Background: an optimization exercise with open tools, aiming at small area, a short achievable clock period and few clock cycles. Do not read the settings as production practice.
Only simulation tests tie the RTL to the original design; equivalence was not proved.
Power is estimated from default activity; no workload was simulated.

## run 1
// cn_codec
module cn_codec (
    input  wire        clk,
    input  wire        rst,
    input  wire        cmd_valid,
    input  wire [31:0] cmd_word,
    input  wire [31:0] opa_addr,
    input  wire [31:0] opa_len,
    input  wire [31:0] opa_dst,
    input  wire [7:0]  opa_flags,
    input  wire [31:0] opa_seqack,
    output reg         busy,
    output wire [7:0]  res_code,
    output reg  [31:0] res_len,
    output reg  [15:0] res_cksum,
    output reg  [31:0] res_hdr0,
    output reg  [31:0] res_hdr1,
    output reg  [8:0]  res_hdr2,
    output wire        mem_req,
    output wire        mem_we,
    output wire [31:0] mem_addr,
    output wire [7:0]  mem_wdata,
    input  wire        mem_gnt,
    input  wire        mem_rvalid,
    input  wire [7:0]  mem_rdata
);
For scale: ~320 flip-flops, about 21000 um^2 of cells after synthesis.
==> flow/config.mk <==
export PLATFORM = sky130hd
export DESIGN_NAME = cn_codec
export DESIGN_NICKNAME = cn_codec
export VERILOG_FILES = /design/flow/design.v
export SDC_FILE = /design/flow/constraint.sdc
export NUM_CORES = 4
export LEC_CHECK = 0
export ABC_AREA = 1
export CAP_MARGIN = 20
export CORE_MARGIN = 2
export CORE_UTILIZATION = 60
export CTS_BUF_LIST = sky130_fd_sc_hd__clkbuf_4
export PLACE_DENSITY = 0.8
export SETUP_SLACK_MARGIN = 4.5
export SLEW_MARGIN = 20
==> flow/constraint.sdc <==
create_clock -name core_clock -period 8.0 [get_ports {clk}]
set_input_delay 1.6000 -clock core_clock [delete_from_list [all_inputs] [get_ports {clk}]]
set_output_delay 1.6000 -clock core_clock [all_outputs]
set_load 0.01 [all_outputs]
standard.sh (not shown) runs the stock make flow with config.mk's settings and CLKGATE_MAP_FILE= SYNTH_SCRIPT=/design/flow/synth_recipe.tcl, a recipe that flattens the netlist after the stock synthesis.
==> flow/flow/run.sh <==
#!/bin/bash
set -euo pipefail
export BUFFER_PORTS_ARGS="-buffer_cell sky130_fd_sc_hd__buf_1"
export CTS_ARGS="-sink_clustering_enable -repair_clock_nets -dont_use_dummy_load -buf_list sky130_fd_sc_hd__clkbuf_8 -sink_clustering_size 16 -sink_clustering_max_diameter 50"
bash standard.sh > standard_flow.log 2>&1
Testbench counts of run 1, summed over its fixed seeds: cycles 157,732.
The inputs of run 2 differ from those of run 1 as listed below.
==> flow/run.sh (new file) <==
#!/bin/bash
# synth_recipe.tcl (not shown) runs the flow's synth.tcl, then flattens the netlist and writes it again
# the make line also repeats each setting of config.mk as NAME=value (left out here)
make -C /OpenROAD-flow-scripts/flow DESIGN_CONFIG=/design/flow/config.mk WORK_HOME=/design/flow/orfs CLKGATE_MAP_FILE= SYNTH_SCRIPT=/design/flow/synth_recipe.tcl finish
==> flow/config.mk <==
export PLATFORM = sky130hd
export DESIGN_NAME = cn_codec
export DESIGN_NICKNAME = cn_codec
export VERILOG_FILES = /design/flow/design.v
export SDC_FILE = /design/flow/constraint.sdc
export NUM_CORES = 4
export LEC_CHECK = 0
export CAP_MARGIN = 20
export CORE_MARGIN = 2
export CORE_UTILIZATION = 40
export PLACE_DENSITY = 0.6
export SETUP_SLACK_MARGIN = 4.8
export SLEW_MARGIN = 20
removed: flow/flow/run.sh
removed: flow/standard.sh
Results
- Run 2: die span in x 41 um above run 1
- Count of multi-input gates went down by more than 10% going from run 1 to run 2.
- Per the comparison of run 2 with run 1, switching power of the nets saw an increase, internal power summed over all cells saw an increase, met1 demand-to-capacity share in global routing saw a decrease, wire length saw an increase.
- Worst setup path endpoint: rp[1] -> run 1, Q[30] -> run 2
- As of run 2, total placed cells including tap cells had fallen by a few percent compared to run 1.
- NOTE: maximum fanout encountered on the critical timing path in run 2 falls short of that of run 1
- Of run 2 and run 1, it is run 2 that has the higher footprint of the multi-input gates.
What run 3 does differently from run 2 at the input level:
==> flow/flow/run.sh (new file) <==
#!/bin/bash
set -euo pipefail
export BUFFER_PORTS_ARGS="-buffer_cell sky130_fd_sc_hd__buf_1"
bash standard.sh > standard_flow.log 2>&1
==> flow/standard.sh (new file) <==
#!/bin/bash
# synth_recipe.tcl (not shown) runs the flow's synth.tcl, then flattens the netlist and writes it again
# the make line also repeats each setting of config.mk as NAME=value (left out here)
make -C /OpenROAD-flow-scripts/flow DESIGN_CONFIG=/design/flow/config.mk WORK_HOME=/design/flow/orfs CLKGATE_MAP_FILE= SYNTH_SCRIPT=/design/flow/synth_recipe.tcl "${@:-finish}"
-- flow/config.mk --
<<< run 2, line 8
export CAP_MARGIN = 20
export CORE_MARGIN = 2
export CORE_UTILIZATION = 40
export PLACE_DENSITY = 0.6
export SETUP_SLACK_MARGIN = 4.8
export SLEW_MARGIN = 20
>>> run 3, line 8
export CAP_MARGIN = 20
export CORE_MARGIN = 2
export CORE_UTILIZATION = 65
export CTS_BUF_LIST = sky130_fd_sc_hd__clkbuf_4
export PLACE_DENSITY = 0.85
export SETUP_SLACK_MARGIN = 4.5
export SLEW_MARGIN = 20
removed: flow/run.sh
Notes after the runs:
Measured against each other, run 2 and run 3 differ in number of levels in the clock H-tree, the higher figure coming from run 3. In the flow results for run 2 and run 3, the final weighted congestion of routability-driven global placement is smaller on run 2. | chip height | run 3 vs run 2 | 21% lower |. In the reports for run 2 and run 3, the smaller share of cell area taken by flip-flops and latches belongs to run 2. Clock-cell share of area across run 2 and run 3: no real change.

==> what the ideal ports hide <==
No port has a modelled driver above. Below, the same layouts with a new extraction and two added sets of constraints. Step 1 sets driving cells, clkbuf_16 on the clock port and buf_2 on the other inputs (assumed; they add their load-dependent delay and slew). Step 2 also shifts input and output timing later by t, the mid clock arrival at the registers, as if the neighbouring blocks saw the same clock. a / b / c = no drivers / after step 1 / after step 2; a / b = the first two.
| run | t (ns) | setup slack, ns | latest minus earliest clock arrival (ns) | slew at the worst register clock pin (ns) | worst slew at a driven data input, ns |
|---|---|---|---|---|---|
| run 1 | 0.668 | 4.585 / 4.556 / 3.910 | 0.052 / 0.052 | 0.10 / 0.10 | 0.07 |
| run 2 | 0.623 | 4.466 / 4.466 / 3.910 | 0.032 / 0.032 | 0.06 / 0.06 | 0.11 |
| run 3 | 0.781 | 4.334 / 4.334 / 3.772 | 0.081 / 0.081 | 0.08 / 0.08 | 0.08 |
After both steps every run listed still meets setup and hold. The setup slack of run 1, which loses most, moves by -0.029 ns with the drivers and by -0.675 ns with both steps.
